This design comes from an exercise in tuning for small area on the open sky130 flow, not from production work. In this exercise RTL edits were held to simulation tests only and were not proved equivalent to the original. No activity file was given, so power comes from the tool's default toggle rates.

==> design.v <==
module sps30_link (
    input  wire        clk,
    input  wire        rst,        
    input  wire        op_valid,
    input  wire [11:0] op,
    input  wire [7:0]  raddr,
    output reg  [7:0]  rdata
);
    localparam [2:0] FR_IDLE     = 3'd0,
                     FR_AWAIT    = 3'd1,
                     FR_READING  = 3'd2,
                     FR_COMPLETE = 3'd3,
                     FR_TIMEOUT  = 3'd4,
                     FR_PERR     = 3'd5;
    localparam [2:0] C_NONE      = 3'd0,
                     C_BAD_HDR   = 3'd1,
                     C_BAD_STUFF = 3'd2,
                     C_TOO_SHORT = 3'd3,
                     C_CHK       = 3'd4,
                     C_LEN       = 3'd5,
                     C_OVERFLOW  = 3'd6;
    localparam [2:0] WR_IDLE     = 3'd0,
                     WR_READING  = 3'd1,
                     WR_DONE     = 3'd2,
                     WR_ERR_CRC  = 3'd3,
                     WR_ERR_NONE = 3'd4,
                     WR_ERR_SHORT= 3'd5;
    function [7:0] crc8_step(input [7:0] c, input [7:0] b);
        integer k;
        reg [7:0] c1;
        begin
            c1 = c ^ b;
            for (k = 0; k < 8; k = k + 1)
                c1 = c1[7] ? ({c1[6:0], 1'b0} ^ 8'h31) : {c1[6:0], 1'b0};
            crc8_step = c1;
        end
    endfunction
    function is_reserved(input [7:0] b);
        is_reserved = (b == 8'h11) || (b == 8'h13) || (b == 8'h7D) || (b == 8'h7E);
    endfunction
    function is_replacement(input [7:0] b);
        is_replacement = (b == 8'h31) || (b == 8'h33) || (b == 8'h5D) || (b == 8'h5E);
    endfunction
    wire [3:0] opc = op[11:8];
    wire [7:0] arg = op[7:0];
    wire       go  = op_valid && !rst;
    wire op_chk_clr  = go && opc == 4'h1;
    wire op_chk_add  = go && opc == 4'h2;
    wire op_crc_init = go && opc == 4'h3;
    wire op_crc_upd  = go && opc == 4'h4;
    wire op_esc_put  = go && opc == 4'h5;
    wire op_desc_clr = go && opc == 4'h6;
    wire op_desc_put = go && opc == 4'h7;
    wire op_fr_start = go && opc == 4'h8;
    wire op_fr_byte  = go && opc == 4'h9;
    wire op_fr_tick  = go && opc == 4'hA;
    wire op_wr_start = go && opc == 4'hB;
    wire op_wr_byte  = go && opc == 4'hC;
    wire op_wr_end   = go && opc == 4'hD;
    wire op_ill      = go && opc[3:1] == 3'b111;
    reg [7:0]  chk_acc;
    reg [7:0]  crc8_reg;
    reg [7:0]  esc_a;
    reg [1:0]  esc_cnt;
    reg        desc_pend, desc_valid, desc_err;
    reg [7:0]  desc_out;
    reg        ill_op;
    reg [2:0]  fr_state;
    reg [2:0]  fr_cause;
    reg        fr_pend;
    reg [5:0]  fr_count;
    reg [7:0]  fr_timer;
    reg [7:0]  fr_sum;
    reg [7:0]  fr_buf [0:44];
    reg [2:0]  wr_state;
    reg [5:0]  wr_expect;
    reg [1:0]  wr_phase;
    reg [4:0]  wr_pairs;      
    reg [7:0]  wr_d0, wr_d1;
    reg [7:0]  wr_buf [0:39];
    wire wr_reading = (wr_state == WR_READING);
    always @(posedge clk) begin
        if (rst) begin
            chk_acc    <= 8'h00;
            crc8_reg   <= 8'hFF;
            esc_a      <= 8'h00;
            esc_cnt    <= 2'd0;
            desc_pend  <= 1'b0;
            desc_valid <= 1'b0;
            desc_err   <= 1'b0;
            desc_out   <= 8'h00;
            ill_op     <= 1'b0;
        end else begin
            if (op_chk_clr)  chk_acc  <= 8'h00;
            if (op_chk_add)  chk_acc  <= chk_acc + arg;
            if (op_crc_init) crc8_reg <= 8'hFF;
            if (op_crc_upd)  crc8_reg <= crc8_step(crc8_reg, arg);
            if (op_esc_put) begin
                esc_a   <= arg;
                esc_cnt <= is_reserved(arg) ? 2'd2 : 2'd1;
            end
            if (op_desc_clr) begin
                desc_pend  <= 1'b0;
                desc_valid <= 1'b0;
                desc_err   <= 1'b0;
                desc_out   <= 8'h00;
            end
            if (op_desc_put && !desc_err) begin
                if (desc_pend) begin
                    desc_pend <= 1'b0;
                    if (is_replacement(arg)) begin
                        desc_out   <= arg ^ 8'h20;
                        desc_valid <= 1'b1;
                    end else begin
                        desc_err   <= 1'b1;
                        desc_valid <= 1'b0;
                    end
                end else if (arg == 8'h7D) begin
                    desc_pend  <= 1'b1;
                    desc_valid <= 1'b0;
                end else begin
                    desc_out   <= arg;
                    desc_valid <= 1'b1;
                end
            end
            if (op_ill || (op_wr_start && !wr_reading && arg > 8'd40))
                ill_op <= 1'b1;
        end
    end
    wire       fr_reading    = (fr_state == FR_READING);
    wire       fr_want       = fr_pend ? is_replacement(arg) : (arg != 8'h7D && arg != 8'h7E);
    wire       fr_full       = (fr_count == 6'd45);
    wire       fr_store_en   = op_fr_byte && fr_reading && fr_want && !fr_full;
    wire [7:0] fr_store_data = fr_pend ? (arg ^ 8'h20) : arg;
    always @(posedge clk) begin
        if (rst) begin
            fr_state <= FR_IDLE;
            fr_cause <= C_NONE;
            fr_pend  <= 1'b0;
            fr_count <= 6'd0;
            fr_timer <= 8'd0;
            fr_sum   <= 8'd0;
        end else if (op_fr_start) begin
            if (fr_state != FR_AWAIT && !fr_reading) begin
                fr_state <= FR_AWAIT;
                fr_cause <= C_NONE;
                fr_pend  <= 1'b0;
                fr_count <= 6'd0;
                fr_timer <= 8'd0;
                fr_sum   <= 8'd0;
            end
        end else if (op_fr_tick) begin
            if (fr_state == FR_AWAIT || fr_reading) begin
                fr_timer <= fr_timer + 8'd1;
                if (fr_timer >= 8'd200)
                    fr_state <= FR_TIMEOUT;
            end
        end else if (op_fr_byte) begin
            if (fr_state == FR_AWAIT) begin
                if (arg == 8'h7E) begin
                    fr_state <= FR_READING;
                end else begin
                    fr_state <= FR_PERR;
                    fr_cause <= C_BAD_HDR;
                end
            end else if (fr_reading) begin
                if (fr_pend) begin
                    fr_pend <= 1'b0;
                    if (!fr_want) begin
                        fr_state <= FR_PERR;
                        fr_cause <= C_BAD_STUFF;
                    end
                end else if (arg == 8'h7D) begin
                    fr_pend <= 1'b1;
                end else if (arg == 8'h7E) begin
                    fr_state <= FR_PERR;
                    if (fr_count < 6'd3)
                        fr_cause <= C_TOO_SHORT;
                    else if (fr_count < 6'd5 || fr_buf[3] != {2'b00, fr_count - 6'd5})
                        fr_cause <= C_LEN;
                    else if (fr_sum != 8'hFF)
                        fr_cause <= C_CHK;
                    else
                        fr_state <= FR_COMPLETE;
                end
                if (fr_want) begin
                    if (fr_full) begin
                        fr_state <= FR_PERR;
                        fr_cause <= C_OVERFLOW;
                    end else begin
                        fr_count <= fr_count + 6'd1;
                        fr_sum   <= fr_sum + fr_store_data;
                    end
                end
            end
        end
    end
    integer fi;
    always @(posedge clk) begin
        for (fi = 0; fi < 45; fi = fi + 1)
            if (fr_store_en && fr_count == fi)
                fr_buf[fi] <= fr_store_data;
    end
    wire [7:0] wr_crc     = crc8_step(crc8_step(8'hFF, wr_d0), wr_d1);
    wire       wr_crc_ok  = (arg == wr_crc);
    wire [4:0] wr_pairs_1 = wr_pairs + 5'd1;
    wire       wr_append  = op_wr_byte && wr_reading && wr_phase == 2'd2 && wr_crc_ok;
    always @(posedge clk) begin
        if (rst) begin
            wr_state  <= WR_IDLE;
            wr_expect <= 6'd0;
            wr_phase  <= 2'd0;
            wr_pairs  <= 5'd0;
            wr_d0     <= 8'h00;
            wr_d1     <= 8'h00;
        end else if (op_wr_start) begin
            if (!wr_reading && arg <= 8'd40) begin
                wr_expect <= arg[5:0];
                wr_phase  <= 2'd0;
                wr_d0     <= 8'h00;
                wr_d1     <= 8'h00;
                wr_pairs  <= 5'd0;
                wr_state  <= (arg[5:1] == 5'd0) ? WR_ERR_NONE : WR_READING;
            end
        end else if (op_wr_byte) begin
            if (wr_reading) begin
                case (wr_phase)
                    2'd0: begin
                        wr_d0    <= arg;
                        wr_phase <= 2'd1;
                    end
                    2'd1: begin
                        wr_d1    <= arg;
                        wr_phase <= 2'd2;
                    end
                    default: begin
                        wr_phase <= 2'd0;
                        if (wr_crc_ok) begin
                            wr_pairs <= wr_pairs_1;
                            if ({wr_pairs_1, 1'b0} >= wr_expect)
                                wr_state <= WR_DONE;
                            else if (wr_pairs_1 == wr_expect[5:1])
                                wr_state <= WR_ERR_SHORT;
                        end else begin
                            wr_state <= WR_ERR_CRC;
                        end
                    end
                endcase
            end
        end else if (op_wr_end) begin
            if (wr_reading)
                wr_state <= (wr_pairs == 5'd0) ? WR_ERR_NONE : WR_ERR_SHORT;
        end
    end
    integer wi;
    always @(posedge clk) begin
        for (wi = 0; wi < 20; wi = wi + 1)
            if (wr_append && wr_pairs == wi) begin
                wr_buf[2*wi]     <= wr_d0;
                wr_buf[2*wi + 1] <= wr_d1;
            end
    end
    wire       rd_req  = ~raddr[0];
    wire [4:0] m3_in   = rd_req ? wr_expect[5:1]
                                : (wr_pairs + {4'd0, wr_state == WR_ERR_CRC});
    wire [7:0] m3_out  = {2'b00, m3_in, 1'b0} + {3'b000, m3_in} +
                         {6'd0, rd_req ? 2'd0 : wr_phase};
    wire [5:0] fidx = raddr[6] ? raddr[5:0] :
                      raddr[3] ? (fr_count - 6'd1) : {4'd0, raddr[1:0]};
    reg  [7:0] fr_rd;
    integer ri;
    always @(*) begin
        fr_rd = 8'h00;
        for (ri = 0; ri < 45; ri = ri + 1)
            if (fidx == ri) fr_rd = fr_buf[ri];
    end
    reg  [7:0] wr_rd;
    always @(*) begin
        wr_rd = 8'h00;
        for (ri = 0; ri < 40; ri = ri + 1)
            if (raddr[5:0] == ri) wr_rd = wr_buf[ri];
    end
    always @(*) begin
        rdata = 8'h00;
        case (raddr[7:6])
            2'b01: rdata = fr_rd;
            2'b10: if (!raddr[5]) rdata = wr_rd; else if (raddr[5:3] == 3'b100) rdata = wr_rd;
            2'b00: case (raddr[5:0])
                6'h00: rdata = chk_acc;
                6'h01: rdata = ~chk_acc;
                6'h02: rdata = crc8_reg;
                6'h03: rdata = crc8_reg;
                6'h04: rdata = (esc_cnt == 2'd2) ? 8'h7D : esc_a;
                6'h05: rdata = (esc_cnt == 2'd2) ? (esc_a ^ 8'h20) : 8'h00;
                6'h06: rdata = {6'd0, esc_cnt};
                6'h07: rdata = {5'd0, desc_err, desc_valid, desc_pend};
                6'h08: rdata = desc_out;
                6'h09: rdata = {7'd0, ill_op};
                6'h10: rdata = {1'b0, fr_cause, fr_pend, fr_state};
                6'h11: rdata = {2'd0, fr_count};
                6'h12: rdata = fr_timer;
                6'h14, 6'h15, 6'h16, 6'h17, 6'h18: rdata = fr_rd;
                6'h20: rdata = {2'd0, wr_phase, 1'b0, wr_state};
                6'h21: rdata = {2'd0, wr_expect};
                6'h22, 6'h23: rdata = m3_out;
                6'h24: rdata = {2'd0, wr_pairs, 1'b0};
                6'h25: rdata = wr_d0;
                6'h26: rdata = wr_d1;
                default: rdata = 8'h00;
            endcase
            default: rdata = 8'h00;
        endcase
    end
endmodule
==> run.sh <==
#!/bin/bash
# synth_recipe.tcl (not shown) runs the flow's synth.tcl, then flattens the netlist and writes it again
# the make line also repeats each setting of config.mk as NAME=value (left out here)
make -C /OpenROAD-flow-scripts/flow DESIGN_CONFIG=/design/flow/config.mk WORK_HOME=/design/flow/orfs CLKGATE_MAP_FILE= SYNTH_SCRIPT=/design/flow/synth_recipe.tcl finish
==> config.mk <==
export PLATFORM = sky130hd
export DESIGN_NAME = sps30_link
export DESIGN_NICKNAME = sps30_link
export VERILOG_FILES = /design/flow/design.v
export SDC_FILE = /design/flow/constraint.sdc
export NUM_CORES = 4
export LEC_CHECK = 0
export ABC_AREA = 1
export CAP_MARGIN = 20
export CORE_MARGIN = 2
export CORE_UTILIZATION = 40
export SLEW_MARGIN = 20
==> constraint.sdc <==
create_clock -name core_clock -period 55.0 [get_ports {clk}]
set_input_delay 11.0000 -clock core_clock [delete_from_list [all_inputs] [get_ports {clk}]]
set_output_delay 11.0000 -clock core_clock [all_outputs]
set_load 0.01 [all_outputs]
==> results of run 1 <==
==> per-stage QoR <==
| stage | worst slack [ns] | hold slack, ns |
|---|---|---|
| 2_1_floorplan | 30.32 | 0.4390 |
| 3_5_place_dp | 27.48 | 0.4619 |
| 4_1_cts | 27.46 | 0.4707 |
| 5_1_grt | 26.97 | 0.5020 |
| 6_report | 27.37 | 0.4723 |
| 3_3_place_gp | 27.62 | 0.4558 |
==> final cells by class <==
class / instances / area share
flip-flops and latches: 779 / 0.5716
inverters: 408 / 0.03907
clock inverters: 51 / 0.01015
multi-input cells: 2123 / 0.2694
well taps: 1144 / 0.03652
repair buffers: 96 / 0.01928
clock buffers: 96 / 0.05395
==> synth_stat cells, types with 5 or more instances <==
cell,instances
nor2_1,319
buf_2,5
o21ai_1,20
edfxtp_1,680
a221oi_1,20
o22ai_1,28
inv_2,26
a211oi_1,18
xnor2_1,28
o2111ai_1,12
nor2_4,5
nor4_1,7
nor2_2,10
or2_2,55
nor3_1,39
a21oi_1,218
xor2_1,41
and3_1,5
nand3_1,139
nand4_1,84
inv_1,371
a31oi_1,8
ha_1,42
nand2_1,831
o21ai_0,127
nand2_2,8
or2_0,8
a2111oi_0,7
clkbuf_1,43
dfxtp_1,99
clkinv_1,11
==> cells in the final DEF, fill, tap and decap left out, types with 12 or more instances in the layout <==
cell type	synthesis	layout
or2_2	55	55
o22ai_1	28	28
a221oi_1	20	20
buf_4	2	66
ha_1	42	42
a211oi_1	18	18
nand3_1	139	139
clkinv_1	11	30
clkbuf_1	43	13
nor2_2	10	12
a21oi_1	218	218
inv_2	26	26
nand2_1	831	831
clkdlybuf4s50_1	0	22
clkinv_2	0	16
nand4_1	84	84
dfxtp_1	99	97
clkbuf_16	0	82
o21ai_0	127	127
nor2_1	319	317
nor3_1	39	35
inv_1	371	371
edfxtp_1	680	680
o2111ai_1	12	12
xor2_1	41	40
o21ai_1	20	20
xnor2_1	28	28
==> critical path: cells and delay by family <==
family / cells / cell delay [ns]
and+or+nand+nor: 19 / 2.42
buffers and inverters: 4 / 1.87
AOI/OAI and AO/OA: 8 / 1.33
==> worst min-delay path by stage <==
stage / end / slack, ns
2_1_floorplan: desc_out[6] / 0.44
5_1_grt: desc_out[2] / 0.50
3_5_place_dp: desc_out[4] / 0.46
6_report: desc_out[6] / 0.47
3_3_place_gp: desc_out[3] / 0.46
4_1_cts: desc_out[3] / 0.47
==> cell families after synthesis <==
group                    count (synthesis)  share of synthesized area
multiplexers                             1                  0.0002886
flip-flops                             779                     0.6460
AO/OA/AOI/OAI                          485                    0.08035
adder cells (fa/ha/maj)                 46                    0.01746
AND/OR/NAND/NOR                       1517                     0.1852
buffers and inverters                  461                    0.05094
XOR/XNOR                                74                    0.01977
==> per-layer routing <==
layer | vias to the layer above | global-route usage
li1 | 11760 | -
met1 | 11840 | 0.2858
met5 | - | 0
met3 | 230 | 0.03024
met4 | 2 | 0.08806
met2 | 893 | 0.3563
==> power by group through the flow <==
stage / registers (mW) / clock network (mW) / logic, mW
2_1_floorplan: 0.651 / 0 / 0.0369
3_3_place_gp: 0.651 / 0 / 0.0635
3_5_place_dp: 0.651 / 0 / 0.0636
4_1_cts: 0.639 / 0.535 / 0.0638
5_1_grt: 0.638 / 0.557 / 0.0710
6_report: 0.639 / 0.528 / 0.0634
==> impl_metrics.yaml, run 1 <==
synthesis:
  synth-seq-cells: 779
  syn_area_per_cell_um2: 10.31
  synth_edf_count: 680
  synth_ff_type: "edfxtp_1"
  synth_seq_area_share: 0.6460
  syn_nets: 3432
  synth_cells: 3363
  async_flop_share: 0
  yosysUniqueCellTypes: 54
  mappedNetlistArea_um2: 34680
  synth.largest_area_cell: "edfxtp_1"
  synth_top_area_share: 0.5888
  synth_area_leaders: "edfxtp_1 59%, nand2_1 9.0%, dfxtp_1 5.7%"
  yosys_warnings: 3
setup_path:
  reg2reg_to: "wr_buf[17][4]"
  critical_path_class: "in -> out"
  cp_data_arrival_time_ns: 16.63
  start_kind: "input pin"
  crit_path_frequent_cell: "nand2_1"
  cp_max_fo: 12
  worst-endpoint-required_ns: 44.00
  cp_slowest_cell: "clkdlybuf4s50_1"
  crit_start: "raddr[0]"
  crit_end: "rdata[4]"
  r2r_slack_ns: 50.23
  rr_startpoint: "wr_d0[3]"
  crit_path_max_incr_delay_ns: 0.83
  end_kind: "output port"
  r2r_cells: 16
pwr:
  clkPwrFrac: 0.429
  leakage_nw: 14.31
  power.internal_mw: 0.9553
  swShare: 0.2234
  power_mw: 1.230
  p_comb_frac: 0.052
  cellPowerDensity_nw_per_um2: 31.38
  p_sw_mw: 0.2748
  ir_drop_mv: 0.02714
  seq_power_share: 0.519
finish:
  drive_above_1_share: 0.08894
  insertedDiodeCount: 0
  fin_util: 0.4582
  fillers: 7920
  final_area_um2: 39200
  multi_input_area_um2: 10560
  seq_area_um2: 22400
  stdcell_count: 4697
  reg_top3: "fr_buf x360, wr_buf x320"
  fin_nets: 3558
  regMostFlops: "fr_buf"
  largest_reg_flops: 360
  synthToLayoutAreaGrowth_pct: 13.02
floorplan:
  die_w_um: 298.4
  row_count: 107
  dieArea_um2: 89070
  dieHeight_um: 298.4
  core-area_um2: 85550
  ios: 31
  start_util: 0.4054
cts:
  post_cts_resized: 0
  ctsHoldBuffers: 0
  cts_setup_buffers: 0
  cts_max_path_buffers: 3
  h-tree-depth: 3
  clockRootBuffer: "clkbuf_16"
  numCtsBuffers: 81
  clk_latency_ns: 0.64
  cts_tree: "done"
  cts.sinks: 779
  clkTransAtPathRegs_ns: 0.05
sta:
  period_share: 0.5024
  finalHoldViolCount: 0
  worst_slew_margin_rel: 0.3403
  setup_tns_ns: 0
  period_needed_ns: 27.63
  skew_ns: 0.02957
  grt_setup_unrepaired: "false"
  max_freq_ghz: 0.03619
  setup_viol: 0
  drv_slew: 0
  worst_pin_slew_ns: 0.9646
detailed_routing:
  route.top_layer_used: "met5"
  route.met2.wl_um: 45500
  drc: 0
  wirelength_um: 96580
  first_iter_violations: 2374
  via_count: 24720
  dr.pass1.iters: 6
  met1_length_um: 40790
  wl_met3_um: 6328
  avgRoutedWirePerCell_um: 20.56
  via_per_inst: 5.264
  ant_nets: 0
grt:
  grt_max_degree: 57
  antenna_found_initial: 1
  grt_pass1_vias: 24000
  grt_pass1_wl_um: 146000
  grt_overflow: 0
  track_usage: 0.2154
worst_hold_path:
  min-delay-start: "desc_out[6]"
  hold-path-cell-count: 2
  hold_path.class: "reg -> reg"
placement:
  portBuffers: 30
  gp_congestion: 0.9433
  dp_hpwl_um: 65810
  dpl_cell_area_um2: 36670
  place_inst: 4550
job:
  maxCapViolations: 0
run_status:
  status: "finished clean"
==> run 2: changes to the inputs <==
--- a/design.v
+++ b/design.v
@@ -25,14 +25,14 @@
                      WR_ERR_CRC  = 3'd3,
                      WR_ERR_NONE = 3'd4,
                      WR_ERR_SHORT= 3'd5;
-    function [7:0] crc8_step(input [7:0] c, input [7:0] b);
+    function [7:0] crc8_mix(input [7:0] c);
         integer k;
         reg [7:0] c1;
         begin
-            c1 = c ^ b;
+            c1 = c;
             for (k = 0; k < 8; k = k + 1)
                 c1 = c1[7] ? ({c1[6:0], 1'b0} ^ 8'h31) : {c1[6:0], 1'b0};
-            crc8_step = c1;
+            crc8_mix = c1;
         end
     endfunction
     function is_reserved(input [7:0] b);
@@ -76,9 +76,13 @@
     reg [5:0]  wr_expect;
     reg [1:0]  wr_phase;
     reg [4:0]  wr_pairs;      
-    reg [7:0]  wr_d0, wr_d1;
+    reg        wr_d0z, wr_d1z;   
+    reg [7:0]  wr_crc_t;         
     reg [7:0]  wr_buf [0:39];
     wire wr_reading = (wr_state == WR_READING);
+    wire [7:0] crc_in  = (opc == 4'h4) ? crc8_reg :
+                         (wr_phase == 2'd0) ? 8'hFF : wr_crc_t;
+    wire [7:0] crc_out = crc8_mix(crc_in ^ arg);
     always @(posedge clk) begin
         if (rst) begin
             chk_acc    <= 8'h00;
@@ -94,7 +98,7 @@
             if (op_chk_clr)  chk_acc  <= 8'h00;
             if (op_chk_add)  chk_acc  <= chk_acc + arg;
             if (op_crc_init) crc8_reg <= 8'hFF;
-            if (op_crc_upd)  crc8_reg <= crc8_step(crc8_reg, arg);
+            if (op_crc_upd)  crc8_reg <= crc_out;
             if (op_esc_put) begin
                 esc_a   <= arg;
                 esc_cnt <= is_reserved(arg) ? 2'd2 : 2'd1;
@@ -201,8 +205,7 @@
             if (fr_store_en && fr_count == fi)
                 fr_buf[fi] <= fr_store_data;
     end
-    wire [7:0] wr_crc     = crc8_step(crc8_step(8'hFF, wr_d0), wr_d1);
-    wire       wr_crc_ok  = (arg == wr_crc);
+    wire       wr_crc_ok  = (arg == wr_crc_t);
     wire [4:0] wr_pairs_1 = wr_pairs + 5'd1;
     wire       wr_append  = op_wr_byte && wr_reading && wr_phase == 2'd2 && wr_crc_ok;
     always @(posedge clk) begin
@@ -211,14 +214,14 @@
             wr_expect <= 6'd0;
             wr_phase  <= 2'd0;
             wr_pairs  <= 5'd0;
-            wr_d0     <= 8'h00;
-            wr_d1     <= 8'h00;
+            wr_d0z    <= 1'b1;
+            wr_d1z    <= 1'b1;
         end else if (op_wr_start) begin
             if (!wr_reading && arg <= 8'd40) begin
                 wr_expect <= arg[5:0];
                 wr_phase  <= 2'd0;
-                wr_d0     <= 8'h00;
-                wr_d1     <= 8'h00;
+                wr_d0z    <= 1'b1;
+                wr_d1z    <= 1'b1;
                 wr_pairs  <= 5'd0;
                 wr_state  <= (arg[5:1] == 5'd0) ? WR_ERR_NONE : WR_READING;
             end
@@ -226,11 +229,11 @@
             if (wr_reading) begin
                 case (wr_phase)
                     2'd0: begin
-                        wr_d0    <= arg;
+                        wr_d0z   <= 1'b0;
                         wr_phase <= 2'd1;
                     end
                     2'd1: begin
-                        wr_d1    <= arg;
+                        wr_d1z   <= 1'b0;
                         wr_phase <= 2'd2;
                     end
                     default: begin
@@ -252,63 +255,84 @@
                 wr_state <= (wr_pairs == 5'd0) ? WR_ERR_NONE : WR_ERR_SHORT;
         end
     end
+    wire wr_put = op_wr_byte && wr_reading && !wr_phase[1];
+    always @(posedge clk)
+        if (wr_put) wr_crc_t <= crc_out;
     integer wi;
     always @(posedge clk) begin
         for (wi = 0; wi < 20; wi = wi + 1)
-            if (wr_append && wr_pairs == wi) begin
-                wr_buf[2*wi]     <= wr_d0;
-                wr_buf[2*wi + 1] <= wr_d1;
+            if (wr_put && wr_pairs == wi) begin
+                if (!wr_phase[0]) wr_buf[2*wi]     <= arg;
+                else              wr_buf[2*wi + 1] <= arg;
             end
     end
+    wire       wr_dprev = (wr_state != WR_ERR_CRC) &&
+                          (raddr[0] ? (wr_phase == 2'd0 && !wr_d0z) : (wr_phase != 2'd2 && !wr_d1z));
+    wire [4:0] wr_dptr  = wr_pairs - {4'd0, wr_dprev};
     wire       rd_req  = ~raddr[0];
     wire [4:0] m3_in   = rd_req ? wr_expect[5:1]
                                 : (wr_pairs + {4'd0, wr_state == WR_ERR_CRC});
     wire [7:0] m3_out  = {2'b00, m3_in, 1'b0} + {3'b000, m3_in} +
                          {6'd0, rd_req ? 2'd0 : wr_phase};
+    wire       fsel = (raddr[7:6] == 2'b01) || (raddr[7:2] == 6'b000101) ||
+                      (raddr == 8'h18);
     wire [5:0] fidx = raddr[6] ? raddr[5:0] :
                       raddr[3] ? (fr_count - 6'd1) : {4'd0, raddr[1:0]};
-    reg  [7:0] fr_rd;
-    integer ri;
+    wire       dsel = (raddr == 8'h25 && !wr_d0z) || (raddr == 8'h26 && !wr_d1z);
+    wire       wsel = (raddr[7:6] == 2'b10) || dsel;
+    wire [5:0] widx = raddr[7] ? raddr[5:0] : {wr_dptr, ~raddr[0]};
+    reg  [7:0] ctl;
     always @(*) begin
-        fr_rd = 8'h00;
-        for (ri = 0; ri < 45; ri = ri + 1)
-            if (fidx == ri) fr_rd = fr_buf[ri];
+        ctl = 8'h00;
+        case (raddr)
+            8'h00: ctl = chk_acc;
+            8'h01: ctl = ~chk_acc;
+            8'h02: ctl = crc8_reg;
+            8'h03: ctl = crc8_reg;
+            8'h04: ctl = (esc_cnt == 2'd2) ? 8'h7D : esc_a;
+            8'h05: ctl = (esc_cnt == 2'd2) ? (esc_a ^ 8'h20) : 8'h00;
+            8'h06: ctl = {6'd0, esc_cnt};
+            8'h07: ctl = {5'd0, desc_err, desc_valid, desc_pend};
+            8'h08: ctl = desc_out;
+            8'h09: ctl = {7'd0, ill_op};
+            8'h10: ctl = {1'b0, fr_cause, fr_pend, fr_state};
+            8'h11: ctl = {2'd0, fr_count};
+            8'h12: ctl = fr_timer;
+            8'h20: ctl = {2'd0, wr_phase, 1'b0, wr_state};
+            8'h21: ctl = {2'd0, wr_expect};
+            8'h22, 8'h23: ctl = m3_out;
+            8'h24: ctl = {2'd0, wr_pairs, 1'b0};
+            default: ctl = 8'h00;
+        endcase
     end
-    reg  [7:0] wr_rd;
+    reg  [44:0]  fsel_oh;
+    reg  [39:0]  wsel_oh;
+    reg  [359:0] fr_flat;
+    reg  [319:0] wr_flat;
+    integer ri;
     always @(*) begin
-        wr_rd = 8'h00;
-        for (ri = 0; ri < 40; ri = ri + 1)
-            if (raddr[5:0] == ri) wr_rd = wr_buf[ri];
+        for (ri = 0; ri < 45; ri = ri + 1) begin
+            fsel_oh[ri] = fsel && fidx == ri;
+            fr_flat[8*ri +: 8] = fr_buf[ri];
+        end
+        for (ri = 0; ri < 40; ri = ri + 1) begin
+            wsel_oh[ri] = wsel && widx == ri;
+            wr_flat[8*ri +: 8] = wr_buf[ri];
+        end
     end
+    wire [7:0] buf_rd;
+    sps30_link_rdplane #(.N(85)) u_rd (.sel({wsel_oh, fsel_oh}), .data({wr_flat, fr_flat}), .q(buf_rd));
+    always @(*) rdata = ctl | buf_rd;
+endmodule
+module sps30_link_rdplane #(parameter N = 85) (
+    input  wire [N-1:0]   sel,
+    input  wire [8*N-1:0] data,
+    output reg  [7:0]     q
+);
+    integer i;
     always @(*) begin
-        rdata = 8'h00;
-        case (raddr[7:6])
-            2'b01: rdata = fr_rd;
-            2'b10: if (!raddr[5]) rdata = wr_rd; else if (raddr[5:3] == 3'b100) rdata = wr_rd;
-            2'b00: case (raddr[5:0])
-                6'h00: rdata = chk_acc;
-                6'h01: rdata = ~chk_acc;
-                6'h02: rdata = crc8_reg;
-                6'h03: rdata = crc8_reg;
-                6'h04: rdata = (esc_cnt == 2'd2) ? 8'h7D : esc_a;
-                6'h05: rdata = (esc_cnt == 2'd2) ? (esc_a ^ 8'h20) : 8'h00;
-                6'h06: rdata = {6'd0, esc_cnt};
-                6'h07: rdata = {5'd0, desc_err, desc_valid, desc_pend};
-                6'h08: rdata = desc_out;
-                6'h09: rdata = {7'd0, ill_op};
-                6'h10: rdata = {1'b0, fr_cause, fr_pend, fr_state};
-                6'h11: rdata = {2'd0, fr_count};
-                6'h12: rdata = fr_timer;
-                6'h14, 6'h15, 6'h16, 6'h17, 6'h18: rdata = fr_rd;
-                6'h20: rdata = {2'd0, wr_phase, 1'b0, wr_state};
-                6'h21: rdata = {2'd0, wr_expect};
-                6'h22, 6'h23: rdata = m3_out;
-                6'h24: rdata = {2'd0, wr_pairs, 1'b0};
-                6'h25: rdata = wr_d0;
-                6'h26: rdata = wr_d1;
-                default: rdata = 8'h00;
-            endcase
-            default: rdata = 8'h00;
-        endcase
+        q = 8'h00;
+        for (i = 0; i < N; i = i + 1)
+            q = q | ({8{sel[i]}} & data[8*i +: 8]);
     end
 endmodule
--- a/config.mk
+++ b/config.mk
@@ -5,8 +5,8 @@
 export SDC_FILE = /design/flow/constraint.sdc
 export NUM_CORES = 4
 export LEC_CHECK = 0
-export ABC_AREA = 1
 export CAP_MARGIN = 20
 export CORE_MARGIN = 2
-export CORE_UTILIZATION = 40
+export CORE_UTILIZATION = 70
 export SLEW_MARGIN = 20
+export SYNTH_HIERARCHICAL = 1
==> run 2 against run 1 <==
Effect of this change: still clean on timing, DRC and antenna; cell area decreased by 7.4%; flip-flop and latch count decreased by 6; critical path type unchanged; worst setup slack got worse by 0.64 ns; core utilization increased by 32 points; final cell count decreased by 33%; combinational power decreased by 27%; largest power group unchanged; largest cell class unchanged; global-route usage increased by 30 points; area after synthesis decreased by 5.6%; sequential share of layout area increased by 4.5 points; hold slack got worse by 0.016 ns.
==> impl_metrics.yaml, run 2 <==
cts:
  clkTransAtPathRegs_ns: 0.06
  numCtsBuffers: 76
  cts.sinks: 773
  clk_latency_ns: 0.64
  cts_max_path_buffers: 3
  cts_tree: "done"
  clockRootBuffer: "clkbuf_16"
  cts_setup_buffers: 0
  h-tree-depth: 3
  ctsHoldBuffers: 0
  post_cts_resized: 0
worst_hold_path:
  hold_path.class: "reg -> reg"
  min-delay-start: "esc_a[2]"
setup_path:
  cpLargestDelayFamily: "compound AO/OA/AOI/OAI gates"
  cp_slowest_cell: "o21ai_1"
  end_kind: "output port"
  cp_cell_sequence: "buf_2, buf_4, a21oi_1, nor3_1, ha_1, nor3b_1, o21ai_1, nor2_1, a22o_1, a221oi_1, nand4_1, nor4_1, nand2_1, a211o_1, a211oi_1, nand4_1, clkdlybuf4s50_1"
  rr_startpoint: "fr_pend"
  worst-endpoint-required_ns: 44.00
  cp.buffers_inverters: 3
  critical_path_class: "in -> out"
  crit_path_frequent_cell: "nand4_1"
  cp_max_fo: 59
  start_kind: "input pin"
  crit_path_max_incr_delay_ns: 0.79
  crit_start: "raddr[0]"
  cp_data_arrival_time_ns: 17.27
synthesis:
  yosys_warnings: 10
  synthTopCellsByCount: "688 x edfxtp_1, 267 x nor2_1, 200 x a22oi_1"
  synth-seq-cells: 773
  mappedNetlistArea_um2: 32730
  synth_ff_type: "edfxtp_1"
  synth_area_leaders: "edfxtp_1 63%, dfxtp_1 5.2%, a22oi_1 4.6%"
  synth_cells: 2434
  synth.largest_area_cell: "edfxtp_1"
  synth.most_common_cell: "edfxtp_1"
  syn_area_per_cell_um2: 13.45
  synth_top_area_share: 0.6312
  syn_nets: 2505
  synth_edf_count: 688
  async_flop_share: 0
  synth_seq_area_share: 0.6832
  yosysUniqueCellTypes: 71
grt:
  track_usage: 0.5199
  grt_pass1_vias: 23280
  grt_overflow: 0
  grt_util_met1: 0.6196
  top_usage_layer: "met2"
  grtUsageMet2: 0.7274
  antenna_found_initial: 7
  grt_max_degree: 87
  grt_pass1_wl_um: 171000
  use_met3: 0.2397
detailed_routing:
  avgRoutedWirePerCell_um: 39.63
  via_count: 25010
  wirelength_um: 124500
  first_iter_violations: 5147
  ant_nets: 0
  dr.pass1.iters: 9
  via_per_inst: 7.960
  drc: 0
floorplan:
  start_util: 0.7060
  core-area_um2: 46360
  row_count: 79
  ios: 31
  dieArea_um2: 48500
  dieHeight_um: 220.2
  die_w_um: 220.2
finish:
  multi_input_area_um2: 9577
  regMostFlops: "fr_buf"
  mostFrequentLayoutCell: "edfxtp_1"
  drive_above_1_share: 0.1072
  fin_nets: 2540
  most-common-layout-cells: "688 x edfxtp_1, 239 x nor2_1, 200 x a22oi_1, 134 x nand2_1, 95 x buf_4"
  reg_top3: "fr_buf x360, wr_buf x320"
  seq_area_um2: 22360
  synthToLayoutAreaGrowth_pct: 10.85
  largest_reg_flops: 360
  fillers: 2624
sta:
  setup_tns_ns: 0
  skew_ns: 0.03168
  grt_setup_unrepaired: "false"
  worst_pin_slew_ns: 1.352
  period_share: 0.5140
  setup_viol: 0
  max_freq_ghz: 0.03537
  drv_slew: 0
  period_needed_ns: 28.27
  worst_slew_margin_rel: 0.09515
  finalHoldViolCount: 0
pwr:
  leakage_nw: 11.82
  power_mw: 1.225
  cellPowerDensity_nw_per_um2: 33.75
  ir_drop_mv: 0.03686
placement:
  gp_congestion: 1.130
  portBuffers: 30
  dp_hpwl_um: 84310
job:
  maxCapViolations: 0
run_status:
  status: "finished clean"
## run 2: routing by layer
metal	wire [um]	share of wire
met1	38030	0.31
met2	51200	0.41
met3	21800	0.18
met4	13390	0.11
met5	89	0.00071
## run 2: area by class of cell
type	count	area share
Clock buffer	91	0.05459
Multi-Input combinational cell	1471	0.2640
Clock inverter	46	0.01504
Timing Repair Buffer	119	0.02576
Tap cell	607	0.02093
Sequential cell	773	0.6163
Antenna cell	7	0.0004828
Inverter	28	0.002897
## run 2: stage by stage
step | instances | hold slack, ns | setup slack, ns | instance area [um2] | utilization
floorplan | 2434 | 0.4363 | 29.59 | 32730 | -
global placement | 2997 | 0.4433 | 27.46 | 33660 | 0.7262
detailed placement | 2997 | 0.4510 | 27.35 | 33700 | 0.7270
CTS | 3134 | 0.4595 | 27.23 | 36230 | 0.7815
global route | 3135 | 0.4880 | 26.95 | 36260 | 0.7822
finish | 3142 | 0.4567 | 26.73 | 36280 | 0.7826
## run 2: cell families (layout without fill, tap and decap cells)
kind of cell	after synthesis	in the layout	synth area share
other	0	7	0
buffers and inverters	190	284	0.02752
flip-flops	773	773	0.6832
adder cells (fa/ha/maj)	48	48	0.01927
AND/OR/NAND/NOR	745	745	0.1086
multiplexers	31	31	0.009557
XOR/XNOR	79	79	0.02137
AO/OA/AOI/OAI	568	568	0.1305
## run 2: worst min-delay path: cells and delay by family, from the launching register on
family,cells,cell delay [ns]
flip-flops,1,0.31
AO/OA/AOI/OAI,1,0.05
AND/OR/NAND/NOR,1,0.05
## run 2: final timing paths
kind	to	slack [ns]	cells after the start
worst max-delay path	rdata[4]	26.73	17
worst min-delay path	esc_a[2]	0.46	2
worst max register to register	fr_buf[8][7]	51.22	6
worst min register to register	esc_a[2]	0.46	2
## run 2: power by group
part / internal, mW / total (mW) / switching, mW
clock network: 0.314 / 0.539 / 0.225
registers: 0.639 / 0.639 / 0.000393
logic: 0.0116 / 0.0463 / 0.0348
total: 0.964 / 1.22 / 0.261
==> run 3: changes to the inputs <==
--- a/config.mk
+++ b/config.mk
@@ -7,6 +7,9 @@
 export LEC_CHECK = 0
 export CAP_MARGIN = 20
 export CORE_MARGIN = 2
-export CORE_UTILIZATION = 70
+export CORE_UTILIZATION = 40
+export CTS_BUF_LIST = sky130_fd_sc_hd__clkbuf_16
+export CTS_CLUSTER_DIAMETER = 80
+export CTS_CLUSTER_SIZE = 25
 export SLEW_MARGIN = 20
 export SYNTH_HIERARCHICAL = 1
==> run 3 against run 2 <==
Effect of this change: area after synthesis stayed put; wire length up 5.5%; non-clock buffer count grew 17; final cell count increased by 13%; register-to-register slack lost 0.02 ns; clock-buffer cell count is 47 lower; power shrank 15%; maximum frequency up 1.5%; sequential share of layout area rose by 0.88 points; clock power down 33%; critical path type unchanged; largest cell class unchanged; highest routed layer is now met4.
==> impl_metrics.yaml, run 3 <==
run_status:
  status: "finished clean"
cts:
  cts_max_path_buffers: 3
  cts_setup_buffers: 0
  ctsHoldBuffers: 0
  clockRootBuffer: "clkbuf_16"
  cts_tree: "done"
  clk_latency_ns: 0.63
  h-tree-depth: 2
  post_cts_resized: 0
  cts.sinks: 773
  numCtsBuffers: 42
  clkTransAtPathRegs_ns: 0.09
grt:
  top_usage_layer: "met2"
  grt_max_degree: 77
  grt_overflow: 0
  grt_util_met1: 0.4058
  grt_pass1_wl_um: 177900
  antenna_found_initial: 3
  track_usage: 0.3055
  grtUsageMet2: 0.4768
  grt_pass1_vias: 21700
  use_met3: 0.05714
synthesis:
  mappedNetlistArea_um2: 32730
  yosys_warnings: 10
  yosysUniqueCellTypes: 71
  synth_area_leaders: "edfxtp_1 63%, dfxtp_1 5.2%, a22oi_1 4.6%"
  synth-seq-cells: 773
  syn_nets: 2505
  synth_edf_count: 688
  synth.most_common_cell: "edfxtp_1"
  synth_ff_type: "edfxtp_1"
  synth_top_area_share: 0.6312
  synth_seq_area_share: 0.6832
  syn_area_per_cell_um2: 13.45
  synth.largest_area_cell: "edfxtp_1"
  async_flop_share: 0
  synthTopCellsByCount: "688 x edfxtp_1, 267 x nor2_1, 200 x a22oi_1"
  synth_cells: 2434
setup_path:
  cpLargestDelayFamily: "simple AND/OR/NAND/NOR gates"
  critical_path_class: "in -> out"
  crit_path_max_incr_delay_ns: 0.70
  start_kind: "input pin"
  cp_data_arrival_time_ns: 16.86
  cp_cell_sequence: "buf_2, buf_4, a21oi_1, nor3_1, ha_1, nor3b_1, o21ai_1, nor2_1, buf_4, a22o_1, a221oi_1, nand4_1, nor3_1, nand3_1, a31oi_1, nand4_1, clkdlybuf4s50_1"
  crit_start: "raddr[0]"
  cp_max_fo: 59
  end_kind: "output port"
  cp_slowest_cell: "o21ai_1"
  cp.buffers_inverters: 4
  worst-endpoint-required_ns: 44.00
  rr_startpoint: "fr_pend"
placement:
  dp_hpwl_um: 94240
  gp_congestion: 1.085
  portBuffers: 30
  place_inst: 3467
finish:
  reg_top3: "fr_buf x360, wr_buf x320"
  multi_input_area_um2: 9568
  stdcell_count: 3537
  regMostFlops: "fr_buf"
  fin_util: 0.4426
  synthToLayoutAreaGrowth_pct: 9.282
  fin_nets: 2523
  seq_area_um2: 22360
  fillers: 7243
  most-common-layout-cells: "688 x edfxtp_1, 237 x nor2_1, 200 x a22oi_1, 134 x nand2_1, 113 x buf_4"
  drive_above_1_share: 0.09572
  mostFrequentLayoutCell: "edfxtp_1"
  largest_reg_flops: 360
floorplan:
  dieArea_um2: 84130
  row_count: 104
  ios: 31
  dieHeight_um: 290.1
  core-area_um2: 80810
  die_w_um: 290.1
  start_util: 0.4050
pwr:
  cellPowerDensity_nw_per_um2: 29.22
  ir_drop_mv: 0.02561
  leakage_nw: 11.35
sta:
  hold_ws_ns: 0.4659
  worst_slew_margin_rel: 0.1709
  finalHoldViolCount: 0
  setup_viol: 0
  setup_tns_ns: 0
  max_freq_ghz: 0.03589
  worst_pin_slew_ns: 1.242
  drv_slew: 0
  period_needed_ns: 27.86
  period_share: 0.5066
  skew_ns: 0.03747
  grt_setup_unrepaired: "false"
job:
  maxCapViolations: 0
detailed_routing:
  via_count: 23270
  via_per_inst: 6.580
  first_iter_violations: 3792
  dr.pass1.iters: 6
  wirelength_um: 131400
  avgRoutedWirePerCell_um: 37.15
  ant_nets: 0
  drc: 0
worst_hold_path:
  hold_path.class: "reg -> reg"
  min-delay-start: "esc_a[4]"
==> run 3: cell counts after synthesis <==
Identical to the previous run, type by type.
==> run 3: power breakdown <==
| group | switching (mW) | leakage [nW] | internal [mW] |
|---|---|---|---|
| Combinational | 0.0352 | 3.82 | 0.0116 |
| Clock | 0.203 | 0.668 | 0.157 |
| Sequential | 0.000398 | 6.87 | 0.638 |
==> run 3: logic make-up after synthesis <==
group / Yosys count / share of synthesized area
AND/OR/NAND/NOR: 745 / 0.1086
multiplexers: 31 / 0.009557
AO/OA/AOI/OAI: 568 / 0.1305
buffers and inverters: 190 / 0.02752
XOR/XNOR: 79 / 0.02137
flip-flops: 773 / 0.6832
adder cells (fa/ha/maj): 48 / 0.01927
==> run 3: final timing paths <==
| check | cells after the start | endpoint | slack, ns |
|---|---|---|---|
| worst max-delay path | 17 | rdata[6] | 27.14 |
| worst min-delay path | 2 | esc_a[4] | 0.47 |
| worst max register to register | 7 | fr_buf[42][5] | 51.20 |
| worst min register to register | 2 | esc_a[4] | 0.47 |
==> run 3: metal layers <==
layer	share of wire	wire, um	up-vias
met3	0.11	14050	310
met2	0.45	58890	1605
li1	-	-	9470
met5	0	0	-
met4	0.066	8634	0
met1	0.38	49820	11890
==> run 3: through the flow <==
step	power (mW)	instance area, um2	setup slack [ns]
final	1.045	35770	27.14
after global routing	1.067	35770	26.96
after CTS	1.044	35750	27.39
after detailed placement	0.6970	34400	27.42
after global placement	0.6966	34380	27.32
after floorplan	0.6711	32730	29.59
==> run 3: layout make-up <==
class,instances,share of cell area
well taps,1060,0.03708
repair buffers,136,0.02959
flip-flops and latches,773,0.6252
diodes,1,0.00006996
clock buffers,44,0.03078
inverters,28,0.002938
multi-input cells,1471,0.2675
clock inverters,24,0.006856
==> run 3: tightest hold or removal path: stages, from the launching register on <==
cell and delay [ns]:
dfxtp_1 0.32, nand2_1 0.05, a21oi_1 0.06
==> run 4: changes to the inputs <==
==> flow/run.sh (new file) <==
#!/bin/bash
# The standard ORFS layout (bash standard.sh), with these changes:
#  * synthesis maps logic with flow/abc_area_map.script (ORFS's speed-script
#    mapping passes with the delay target relaxed, then area-recovery
#    mapping rounds, and without abc's buffering and gate sizing) in place
#    of ORFS's abc_speed.script, and leaves adders to abc (no ADDER_MAP_FILE);
#  * clock tree synthesis uses clkbuf_16 clusters and no dummy loads.
# Registers, floorplan, power grid, tap cells, port buffers, placement and
# routing are the standard flow's. Each tool's output goes to a log file in
# this folder (and ORFS's own per-step logs under orfs/logs).
set -euo pipefail
work="$PWD"
rm -rf "$work/scripts_area"
cp -r "$FLOW_HOME/scripts" "$work/scripts_area"
cp "$work/flow/abc_area_map.script" "$work/scripts_area/abc_speed.script"
bash "$work/standard.sh" \
    "SCRIPTS_DIR=$work/scripts_area" \
    "ADDER_MAP_FILE=" \
    "BUFFER_PORTS_ARGS=-buffer_cell sky130_fd_sc_hd__buf_1" \
    "CTS_ARGS=-sink_clustering_enable -repair_clock_nets -sink_clustering_size 25 -sink_clustering_max_diameter 80 -buf_list sky130_fd_sc_hd__clkbuf_16 -dont_use_dummy_load" \
    finish > "$work/standard_flow.log" 2>&1
==> flow/abc_area_map.script (new file) <==
strash
&get -n
&st
&dch
&nf -R 1000
&st
&syn2
&if -g -K 6
&synch2
&nf -R 1000
&st
&syn2
&if -g -K 6
&synch2
&nf -R 1000
&st
&syn2
&if -g -K 6
&synch2
&nf -R 1000
&st
&syn2
&if -g -K 6
&synch2
&nf -R 1000
&st
&syn2
&if -g -K 6
&synch2
&nf -R 1000
&put
&st
&dch -f
&nf -R 1000 -C 32 -F 8
&put
topo
==> standard.sh (new file) <==
#!/bin/bash
# synth_recipe.tcl (not shown) runs the flow's synth.tcl, then flattens the netlist and writes it again
# the make line also repeats each setting of config.mk as NAME=value (left out here)
make -C /OpenROAD-flow-scripts/flow DESIGN_CONFIG=/design/flow/config.mk WORK_HOME=/design/flow/orfs CLKGATE_MAP_FILE= SYNTH_SCRIPT=/design/flow/synth_recipe.tcl "${@:-finish}"
--- a/config.mk
+++ b/config.mk
@@ -8,8 +8,6 @@
 export CAP_MARGIN = 20
 export CORE_MARGIN = 2
 export CORE_UTILIZATION = 40
-export CTS_BUF_LIST = sky130_fd_sc_hd__clkbuf_16
-export CTS_CLUSTER_DIAMETER = 80
-export CTS_CLUSTER_SIZE = 25
+export GPL_TIMING_DRIVEN = 0
 export SLEW_MARGIN = 20
 export SYNTH_HIERARCHICAL = 1
removed: run.sh
==> run 4 against run 3 <==
Effect of this change: still clean on timing, DRC and antenna; clock power is 13% lower; maximum frequency is 1.9% lower; die area fell by 5.7%; first-iteration DRC count is 5.3% lower; core utilization rose by 1.5 points; wire length is 11% lower; global-route usage decreased by 1.3 points; critical path type unchanged; critical endpoint is now rdata[1].
==> impl_metrics.yaml, run 4 <==
cts:
  ctsHoldBuffers: 0
  post_cts_resized: 0
  cts_max_path_buffers: 3
  numCtsBuffers: 40
  h-tree-depth: 2
  cts.sinks: 773
  cts_tree: "done"
  clkTransAtPathRegs_ns: 0.07
  clockRootBuffer: "clkbuf_16"
  clk_latency_ns: 0.65
  cts_setup_buffers: 0
finish:
  fillers: 6804
  final_area_um2: 34830
  synthToLayoutAreaGrowth_pct: 12.94
  fin_util: 0.4578
  fin_nets: 2369
  reg_top3: "fr_buf x360, wr_buf x320"
  most-common-layout-cells: "688 x edfxtp_1, 260 x a22oi_1, 217 x nor2_1, 114 x nand2_1, 101 x a21oi_1"
  largest_reg_flops: 360
  regMostFlops: "fr_buf"
  drive_above_1_share: 0.1092
  stdcell_count: 3375
  mostFrequentLayoutCell: "edfxtp_1"
pwr:
  power.internal_mw: 0.7828
  p_sw_mw: 0.2233
  ir_drop_mv: 0.01925
  seq_power_share: 0.635
  clkPwrFrac: 0.311
  leakage_nw: 10.18
  cellPowerDensity_nw_per_um2: 28.89
  swShare: 0.2219
  p_comb_frac: 0.054
synthesis:
  synth_area_leaders: "edfxtp_1 67%, a22oi_1 6.3%, dfxtp_1 5.5%"
  async_flop_share: 0
  synth-simple-area-share: 0.1111
  synth_top_family_by_area: "compound AO/OA/AOI/OAI gates"
  synthTopCellsByCount: "688 x edfxtp_1, 293 x nor2_1, 260 x a22oi_1"
  yosysUniqueCellTypes: 57
  synth_cells: 2192
  synth-seq-cells: 773
  synth_seq_area_share: 0.7251
  mappedNetlistArea_um2: 30840
  syn_nets: 2215
  synth_mux_area_frac: 0.004585
  synth_compound_area_frac: 0.1355
  syn_area_per_cell_um2: 14.07
  synth.largest_area_cell: "edfxtp_1"
  synthAdderAreaFrac: 0.003571
  synth_edf_count: 688
  synth-xor-area-share: 0.01789
  synth_top_area_share: 0.6700
  synth.most_common_cell: "edfxtp_1"
  synth_ff_type: "edfxtp_1"
  yosys_warnings: 10
detailed_routing:
  wirelength_um: 117500
  drc: 0
  first_iter_violations: 3592
  via_per_inst: 6.649
  dr.pass1.iters: 8
  avgRoutedWirePerCell_um: 34.82
  ant_nets: 0
  via_count: 22440
setup_path:
  cp_data_arrival_time_ns: 17.39
  end_kind: "output port"
  cp_max_fo: 17
  start_kind: "input pin"
  r2r_slack_ns: 51.35
  worst-endpoint-required_ns: 44.00
  critical_path_class: "in -> out"
grt:
  track_usage: 0.2927
  grt_pass1_vias: 20710
  antenna_found_initial: 2
  grt_overflow: 0
  grt_pass1_wl_um: 161200
  grt_max_degree: 52
placement:
  portBuffers: 30
  gp_congestion: 1.008
  dp_hpwl_um: 84910
  dpl_cell_area_um2: 33770
  place_inst: 3331
floorplan:
  ios: 31
  row_count: 101
  dieArea_um2: 79330
  start_util: 0.4053
  core-area_um2: 76080
  die_w_um: 281.7
  dieHeight_um: 281.7
sta:
  setup_tns_ns: 0
  setup_viol: 0
  period_needed_ns: 28.39
  grt_setup_unrepaired: "false"
  drv_slew: 0
  worst_pin_slew_ns: 1.377
  max_freq_ghz: 0.03523
  finalHoldViolCount: 0
  worst_slew_margin_rel: 0.07830
  skew_ns: 0.08062
  period_share: 0.5162
worst_hold_path:
  hold_path.class: "reg -> reg"
job:
  maxCapViolations: 0
run_status:
  status: "finished clean"
run 4: changes by cell type after synthesis, sizes merged, moves of 23 or more:
cell / change
buf: -71
a21oi: +31
nor2: +26
a221oi: -66
nand4: +23
clkbuf: -91
a22o: -66
a222oi: +47
nor3: +28
a22oi: +60
ha: -44
inv: -27
nand3: -43
run 4: path summary, 6_finish.rpt:
path,start,end,depth (start not counted)
min reg2reg,esc_a[4],esc_a[4],2
max reg2reg,fr_state[1],fr_buf[10][4],6
max,raddr[1],rdata[1],20
min,esc_a[4],esc_a[4],2
run 4: layout make-up:
cell class                 count  area (um2)  share of cell area
sequential                   773       22360              0.6421
multi-input combinational   1401        8859              0.2544
tap                         1030        1289             0.03700
timing repair buffer         112        1247             0.03582
clock buffer                  40        1001             0.02874
inverter                      18       67.56            0.001940
antenna                        1       2.502          0.00007185
run 4: metrics by stage:
| step | power [mW] | setup WS (ns) | hold slack (ns) |
|---|---|---|---|
| floorplan | 0.6726 | 29.86 | 0.4260 |
| global placement | 0.7008 | 25.74 | 0.4431 |
| detailed placement | 0.7049 | 26.99 | 0.4467 |
| CTS | 1.004 | 26.99 | 0.4557 |
| global route | 1.025 | 26.49 | 0.4707 |
| finish | 1.006 | 26.61 | 0.4568 |
run 4: logic make-up after synthesis:
logic type	Yosys count
buffers and inverters	18
XOR/XNOR	63
AND/OR/NAND/NOR	731
flip-flops	773
adder cells (fa/ha/maj)	11
AO/OA/AOI/OAI	582
multiplexers	14
run 4: power groups by stage:
| stage | Combinational [mW] | Clock, mW | Sequential, mW |
|---|---|---|---|
| final | 0.0547 | 0.312 | 0.639 |
| after global routing | 0.0566 | 0.330 | 0.639 |
| after CTS | 0.0527 | 0.313 | 0.639 |
| after detailed placement | 0.0526 | 0 | 0.652 |
| after global placement | 0.0461 | 0 | 0.655 |
| after floorplan | 0.0203 | 0 | 0.652 |
run 4: worst max-delay path: stages:
cell,delay (ns)
buf_1,0.80
nor2_1,0.29
nand2_1,0.18
nor2_1,0.12
o21ai_0,0.34
a21oi_1,0.17
nor2b_1,0.22
nand2b_1,0.54
nor2_1,0.37
buf_6,0.24
a22oi_1,0.18
nand4_1,0.25
nor4_2,0.96
nand3_1,0.35
a221o_1,0.37
a221oi_1,0.31
o21ai_0,0.19
a31oi_1,0.17
o211ai_1,0.14
buf_1,0.17
run 4: per-layer routing:
layer | GRT usage | part of all wire | up-vias
li1 | - | - | 9185
met1 | 0.3889 | 0.38 | 11330
met2 | 0.4518 | 0.44 | 1602
met3 | 0.08038 | 0.12 | 319
met4 | 0.1259 | 0.054 | 2
met5 | 0 | 0.000085 | -
==> run 5: changes to the inputs <==
--- a/flow/run.sh
+++ b/flow/run.sh
@@ -16,6 +16,5 @@
 bash "$work/standard.sh" \
     "SCRIPTS_DIR=$work/scripts_area" \
     "ADDER_MAP_FILE=" \
-    "BUFFER_PORTS_ARGS=-buffer_cell sky130_fd_sc_hd__buf_1" \
     "CTS_ARGS=-sink_clustering_enable -repair_clock_nets -sink_clustering_size 25 -sink_clustering_max_diameter 80 -buf_list sky130_fd_sc_hd__clkbuf_16 -dont_use_dummy_load" \
     finish > "$work/standard_flow.log" 2>&1
--- a/config.mk
+++ b/config.mk
@@ -8,6 +8,5 @@
 export CAP_MARGIN = 20
 export CORE_MARGIN = 2
 export CORE_UTILIZATION = 40
-export GPL_TIMING_DRIVEN = 0
 export SLEW_MARGIN = 20
 export SYNTH_HIERARCHICAL = 1
==> run 5 against run 4 <==
Effect of this change: worst setup slack lost 0.15 ns; area after synthesis is the same; still clean; clock-buffer cell count grew 2; wire length grew 7.8%; critical path depth grew 1; final cell count grew 1.5%; global-route usage grew 2.4 points; highest routed layer is now met4.
==> impl_metrics.yaml, run 5 <==
detailed_routing:
  ant_nets: 0
  dr.pass1.iters: 6
  via_per_inst: 6.703
  via_count: 22960
  drc: 0
  first_iter_violations: 4193
  avgRoutedWirePerCell_um: 36.96
  wirelength_um: 126600
cts:
  cts_setup_buffers: 0
  cts_tree: "done"
  cts.sinks: 773
  numCtsBuffers: 42
  cts_max_path_buffers: 3
  ctsHoldBuffers: 0
  clockRootBuffer: "clkbuf_16"
  clkTransAtPathRegs_ns: 0.06
  h-tree-depth: 2
  post_cts_resized: 0
  clk_latency_ns: 0.62
setup_path:
  cp_cell_sequence: "clkdlybuf4s50_1, buf_4, nand2_1, o21ai_0, nand2_1, or2_0, nor2_1, xnor2_1, o21ai_0, or2_0, nand2b_1, nor2_1, a22o_1, a221oi_1, nand4_1, nor4_1, nand2_1, a31oi_1, nand4_1, or3_1, clkdlybuf4s50_1"
  crit_path_frequent_cell: "nand2_1"
  worst-endpoint-required_ns: 44.00
  cp_slowest_cell: "nor4_1"
  critical_path_class: "in -> out"
  cp_data_arrival_time_ns: 17.54
  end_kind: "output port"
  cp_max_fo: 42
  start_kind: "input pin"
  crit_path_max_incr_delay_ns: 1.06
finish:
  synthToLayoutAreaGrowth_pct: 12.07
  regMostFlops: "fr_buf"
  mostFrequentLayoutCell: "edfxtp_1"
  most-common-layout-cells: "688 x edfxtp_1, 269 x nor2_1, 260 x a22oi_1, 137 x buf_4, 114 x nand2_1"
  drive_above_1_share: 0.08973
  insertedDiodeCount: 0
  reg_top3: "fr_buf x360, wr_buf x320"
  largest_reg_flops: 360
  fin_nets: 2421
synthesis:
  synth_seq_area_share: 0.7251
  synth_ff_type: "edfxtp_1"
  synth_area_leaders: "edfxtp_1 67%, a22oi_1 6.3%, dfxtp_1 5.5%"
  mappedNetlistArea_um2: 30840
  syn_area_per_cell_um2: 14.07
  synth_edf_count: 688
  synth_top_area_share: 0.6700
  synth-seq-cells: 773
  syn_nets: 2215
  synth_cells: 2192
  async_flop_share: 0
  yosysUniqueCellTypes: 57
  synth.most_common_cell: "edfxtp_1"
  yosys_warnings: 10
  synthTopCellsByCount: "688 x edfxtp_1, 293 x nor2_1, 260 x a22oi_1"
  synth.largest_area_cell: "edfxtp_1"
grt:
  track_usage: 0.3169
  grt_pass1_vias: 21200
  grt_max_degree: 89
  grt_pass1_wl_um: 172100
  grt_overflow: 0
  antenna_found_initial: 0
floorplan:
  dieArea_um2: 79330
  dieHeight_um: 281.7
  die_w_um: 281.7
  ios: 31
  start_util: 0.4053
  row_count: 101
  core-area_um2: 76080
sta:
  drv_slew: 0
  period_share: 0.5188
  finalHoldViolCount: 0
  worst_slew_margin_rel: 0.1449
  worst_slack_ns: 26.46
  skew_ns: 0.05334
  max_freq_ghz: 0.03504
  grt_setup_unrepaired: "false"
  period_needed_ns: 28.54
  setup_viol: 0
  setup_tns_ns: 0
  worst_pin_slew_ns: 1.278
pwr:
  cellPowerDensity_nw_per_um2: 29.32
  ir_drop_mv: 0.02529
  leakage_nw: 10.38
placement:
  gp_congestion: 1.046
  place_ws_ns: 26.82
  portBuffers: 30
  dp_hpwl_um: 89110
run_status:
  status: "finished clean"
worst_hold_path:
  hold_path.class: "reg -> reg"
job:
  maxCapViolations: 0
## run 5: cell counts after synthesis
No cell type changed its count.
## run 5: logic make-up (layout without fill, tap and decap cells)
kind of cell,after synthesis,count (layout),share of synthesized area
AND/OR/NAND/NOR,731,731,0.1111
buffers and inverters,18,222,0.002191
XOR/XNOR,63,63,0.01789
adder cells (fa/ha/maj),11,11,0.003571
AO/OA/AOI/OAI,582,582,0.1355
flip-flops,773,773,0.7251
multiplexers,14,14,0.004585
## run 5: final cells by class
| class | instances | area, um2 |
|---|---|---|
| timing repair buffer | 162 | 1265 |
| sequential | 773 | 22360 |
| tap | 1030 | 1289 |
| clock buffer | 42 | 1051 |
| inverter | 18 | 67.56 |
| fill | 6840 | 41520 |
| multi-input combinational | 1401 | 8524 |
## run 5: path summary, 6_finish.rpt
kind | start | endpoint | slack, ns | cells past startpoint
max | raddr[0] | rdata[5] | 26.46 | 21
min | esc_a[0] | esc_a[0] | 0.46 | 2
max reg2reg | fr_state[1] | fr_buf[4][5] | 51.11 | 6
min reg2reg | esc_a[0] | esc_a[0] | 0.46 | 2
## run 5: metrics by stage
step	total power [mW]	std cells	cell area [um2]	utilization	hold WS, ns
finish	1.013	3426	34560	0.4543	0.4568
global route	1.034	3426	34560	0.4543	0.4914
CTS	1.013	3424	34540	0.4541	0.4571
detailed placement	0.7048	3382	33490	0.4402	0.4482
global placement	0.7042	3381	33460	0.4398	0.4410
floorplan	0.6726	2192	30840	-	0.4260
## run 5: where the power goes
group	switching [mW]	leakage [nW]	internal (mW)
sequential	0.000918	6.87	0.638
combinational	0.0406	2.99	0.0138
clock	0.183	0.518	0.137
## run 5: critical path, delay by kind of cell
kind | cells | cell delay (ns)
buffers and inverters | 3 | 1.37
AND/OR/NAND/NOR | 12 | 3.65
XOR/XNOR | 1 | 0.08
AO/OA/AOI/OAI | 5 | 1.41
## run 5: per-layer routing
layer / vias up / wire length [um] / part of all wire / track usage
met5: - / 0 / 0 / 0
met4: 0 / 7925 / 0.063 / 0.1613
met3: 335 / 15200 / 0.12 / 0.07126
met2: 1773 / 56460 / 0.45 / 0.4909
met1: 11580 / 47040 / 0.37 / 0.4201
li1: 9278 / - / - / -
==> run 6: changes to the inputs <==
--- a/flow/run.sh
+++ b/flow/run.sh
@@ -16,5 +16,5 @@
 bash "$work/standard.sh" \
     "SCRIPTS_DIR=$work/scripts_area" \
     "ADDER_MAP_FILE=" \
-    "CTS_ARGS=-sink_clustering_enable -repair_clock_nets -sink_clustering_size 25 -sink_clustering_max_diameter 80 -buf_list sky130_fd_sc_hd__clkbuf_16 -dont_use_dummy_load" \
+    "CTS_ARGS=-sink_clustering_enable -repair_clock_nets -sink_clustering_size 30 -sink_clustering_max_diameter 80 -buf_list sky130_fd_sc_hd__clkbuf_16 -dont_use_dummy_load" \
     finish > "$work/standard_flow.log" 2>&1
==> run 6 against run 5 <==
Effect of this change: critical path type unchanged; clock power fell by 5%; clock skew rose by 0.017 ns; via count fell by 0.79%; synthesized cell count did not move; sequential share of layout area rose by 0.20 points; still clean on timing, DRC and antenna; hold slack improved by 0.0019 ns; first-iteration DRC count fell by 5.5%; combinational power barely moved; wire length fell by 0.30%; non-clock buffer count fell by 1; critical endpoint is now rdata[0]; power fell by 1.6%.
==> impl_metrics.yaml, run 6 <==
run_status:
  status: "finished clean"
cts:
  clockRootBuffer: "clkbuf_16"
  clkTransAtPathRegs_ns: 0.06
  cts_tree: "done"
  post_cts_resized: 0
  cts_max_path_buffers: 3
  h-tree-depth: 2
  numCtsBuffers: 38
  ctsHoldBuffers: 0
  clk_latency_ns: 0.62
  cts_setup_buffers: 0
  cts.sinks: 773
pwr:
  cellPowerDensity_nw_per_um2: 28.93
  leakage_nw: 10.32
  power.internal_mw: 0.7766
  clkPwrFrac: 0.304
  power_mw: 0.9968
  ir_drop_mv: 0.01985
  seq_power_share: 0.641
  p_comb_frac: 0.054
  swShare: 0.2208
  p_sw_mw: 0.2201
finish:
  most-common-layout-cells: "688 x edfxtp_1, 269 x nor2_1, 260 x a22oi_1, 136 x buf_4, 114 x nand2_1"
  synthToLayoutAreaGrowth_pct: 11.73
  fin_nets: 2416
  stdcell_count: 3422
  fillers: 6848
  drive_above_1_share: 0.08783
  reg_top3: "fr_buf x360, wr_buf x320"
  largest_reg_flops: 360
  regMostFlops: "fr_buf"
  mostFrequentLayoutCell: "edfxtp_1"
sta:
  setup_viol: 0
  skew_ns: 0.07074
  grt_setup_unrepaired: "false"
  period_needed_ns: 28.52
  drv_slew: 0
  worst_pin_slew_ns: 1.270
  worst_slew_margin_rel: 0.1504
  finalHoldViolCount: 0
  setup_tns_ns: 0
  worst_slack_ns: 26.48
  max_freq_ghz: 0.03507
  period_share: 0.5185
synthesis:
  syn_area_per_cell_um2: 14.07
  synthTopCellsByCount: "688 x edfxtp_1, 293 x nor2_1, 260 x a22oi_1"
  synth.most_common_cell: "edfxtp_1"
  syn_nets: 2215
  mappedNetlistArea_um2: 30840
  synth_seq_area_share: 0.7251
  synth_ff_type: "edfxtp_1"
  synth_area_leaders: "edfxtp_1 67%, a22oi_1 6.3%, dfxtp_1 5.5%"
  synth_top_area_share: 0.6700
  async_flop_share: 0
  synth.largest_area_cell: "edfxtp_1"
  yosysUniqueCellTypes: 57
  yosys_warnings: 10
  synth_cells: 2192
  synth_edf_count: 688
  synth-seq-cells: 773
detailed_routing:
  avgRoutedWirePerCell_um: 36.89
  dr.pass1.iters: 7
  drc: 0
  via_count: 22780
  first_iter_violations: 3964
  wirelength_um: 126200
  ant_nets: 0
  via_per_inst: 6.658
grt:
  grt_max_degree: 89
  grt_overflow: 0
  track_usage: 0.3161
  grt_pass1_vias: 21060
  grt_pass1_wl_um: 171400
  antenna_found_initial: 1
setup_path:
  start_kind: "input pin"
  cp_max_fo: 42
  end_kind: "output port"
  critical_path_class: "in -> out"
  worst-endpoint-required_ns: 44.00
  cp_data_arrival_time_ns: 17.52
floorplan:
  start_util: 0.4053
  dieArea_um2: 79330
  core-area_um2: 76080
  die_w_um: 281.7
  ios: 31
  row_count: 101
  dieHeight_um: 281.7
placement:
  gp_congestion: 1.046
  place_inst: 3382
  dp_hpwl_um: 89110
  portBuffers: 30
  place_ws_ns: 26.82
job:
  maxCapViolations: 0
worst_hold_path:
  hold_path.class: "reg -> reg"
-- run 6: cell counts after synthesis --
Identical to the previous run, type by type.
-- run 6: kinds of logic (layout without fill, tap and decap cells) --
family,Yosys count,after routing,synth area share
compound gates,582,582,0.1355
xor+xnor,63,63,0.01789
fa+ha+maj,11,11,0.003571
buf+inv,18,217,0.002191
flops,773,773,0.7251
mux,14,14,0.004585
other cells,0,1,0
simple gates,731,731,0.1111
-- run 6: worst max-delay path, cell delays in order --
cell and delay (ns):
clkdlybuf4s50_1 0.46, buf_4 0.40, nor2_1 0.18, nand2_1 0.12, nor2_1 0.11, o21ai_0 0.24, a21oi_1 0.14, nor2b_1 0.21
nand2b_1 0.52, nor2_1 0.43, a22oi_1 0.50, nand4_1 0.31, nor4_1 1.01, nand4_1 0.17, or3_1 0.43, nor2_1 0.24
o21ai_0 0.14, a211oi_1 0.23, o21ai_0 0.13, clkdlybuf4s50_1 0.52
-- run 6: per-layer routing --
metal,wire length [um],vias to the layer above,GRT usage
li1,-,9276,-
met1,47180,11530,0.4206
met2,56980,1694,0.4922
met3,14820,280,0.06712
met4,7259,0,0.1578
met5,0,-,0
-- run 6: worst paths after layout --
path,startpoint,to,slack [ns],depth (start not counted)
max reg2reg,fr_state[1],fr_buf[4][4],51.11,6
min,esc_a[0],esc_a[0],0.46,2
min reg2reg,esc_a[0],esc_a[0],0.46,2
max,raddr[0],rdata[0],26.48,20
-- run 6: area by class of cell --
| type | count | area [um2] | share of cell area |
|---|---|---|---|
| inverters | 18 | 67.56 | 0.001961 |
| diodes | 1 | 2.502 | 0.00007263 |
| flip-flops and latches | 773 | 22360 | 0.6490 |
| multi-input cells | 1401 | 8524 | 0.2474 |
| well taps | 1030 | 1289 | 0.03741 |
| clock buffers | 38 | 950.9 | 0.02760 |
| repair buffers | 161 | 1257 | 0.03650 |
-- run 6: power by group through the flow --
stage,Sequential [mW],Clock [mW],Combinational (mW)
2_1_floorplan,0.652,0,0.0203
3_3_place_gp,0.653,0,0.0515
3_5_place_dp,0.653,0,0.0520
4_1_cts,0.639,0.304,0.0522
5_1_grt,0.639,0.320,0.0560
6_report,0.639,0.303,0.0542
-- run 6: metrics by stage --
stage | instance area [um2] | hold WS (ns) | util
detailed placement | 33490 | 0.4482 | 0.4402
finish | 34450 | 0.4587 | 0.4529
global route | 34450 | 0.4914 | 0.4528
CTS | 34440 | 0.4577 | 0.4527
floorplan | 30840 | 0.4260 | -
global placement | 33460 | 0.4410 | 0.4398

-- afterwards: timing with drivers on the ports --
In the flow no input, the clock included, has a driving cell. The finished layouts below were timed again as built, in two steps. Step 1, drivers: a clkbuf_16 drives clk and a buf_2 each remaining input, both assumed. Step 2 adds t to the input delays and takes it off the output delays; t is the mean of the earliest and latest rising clock arrival at the registers after step 1. Input paths then give back, and output paths get back, about the clock's delay inside the block. Slacks: ideal / step 1 / step 2; pairs: ideal / step 1.
| run | shift t [ns] | slack for setup (ns) | slew at the worst register clock pin (ns) | worst slew at a driven data input, ns |
|---|---|---|---|---|
| run 1 | 0.685 | 27.370 / 27.341 / 27.341 | 0.07 / 0.07 | 0.07 |
| run 2 | 0.689 | 26.728 / 26.705 / 26.705 | 0.07 / 0.07 | 0.13 |
| run 3 | 0.669 | 27.137 / 27.115 / 27.115 | 0.10 / 0.10 | 0.25 |
| run 4 | 0.667 | 26.611 / 26.581 / 26.581 | 0.10 / 0.10 | 0.07 |
| run 5 | 0.653 | 26.465 / 26.440 / 26.440 | 0.11 / 0.11 | 0.04 |
| run 6 | 0.649 | 26.484 / 26.461 / 26.461 | 0.12 / 0.12 | 0.04 |
After both steps setup and hold are still met in every run listed. The setup slack of run 4, which loses most, moves by -0.030 ns with the drivers and by -0.030 ns with both steps.
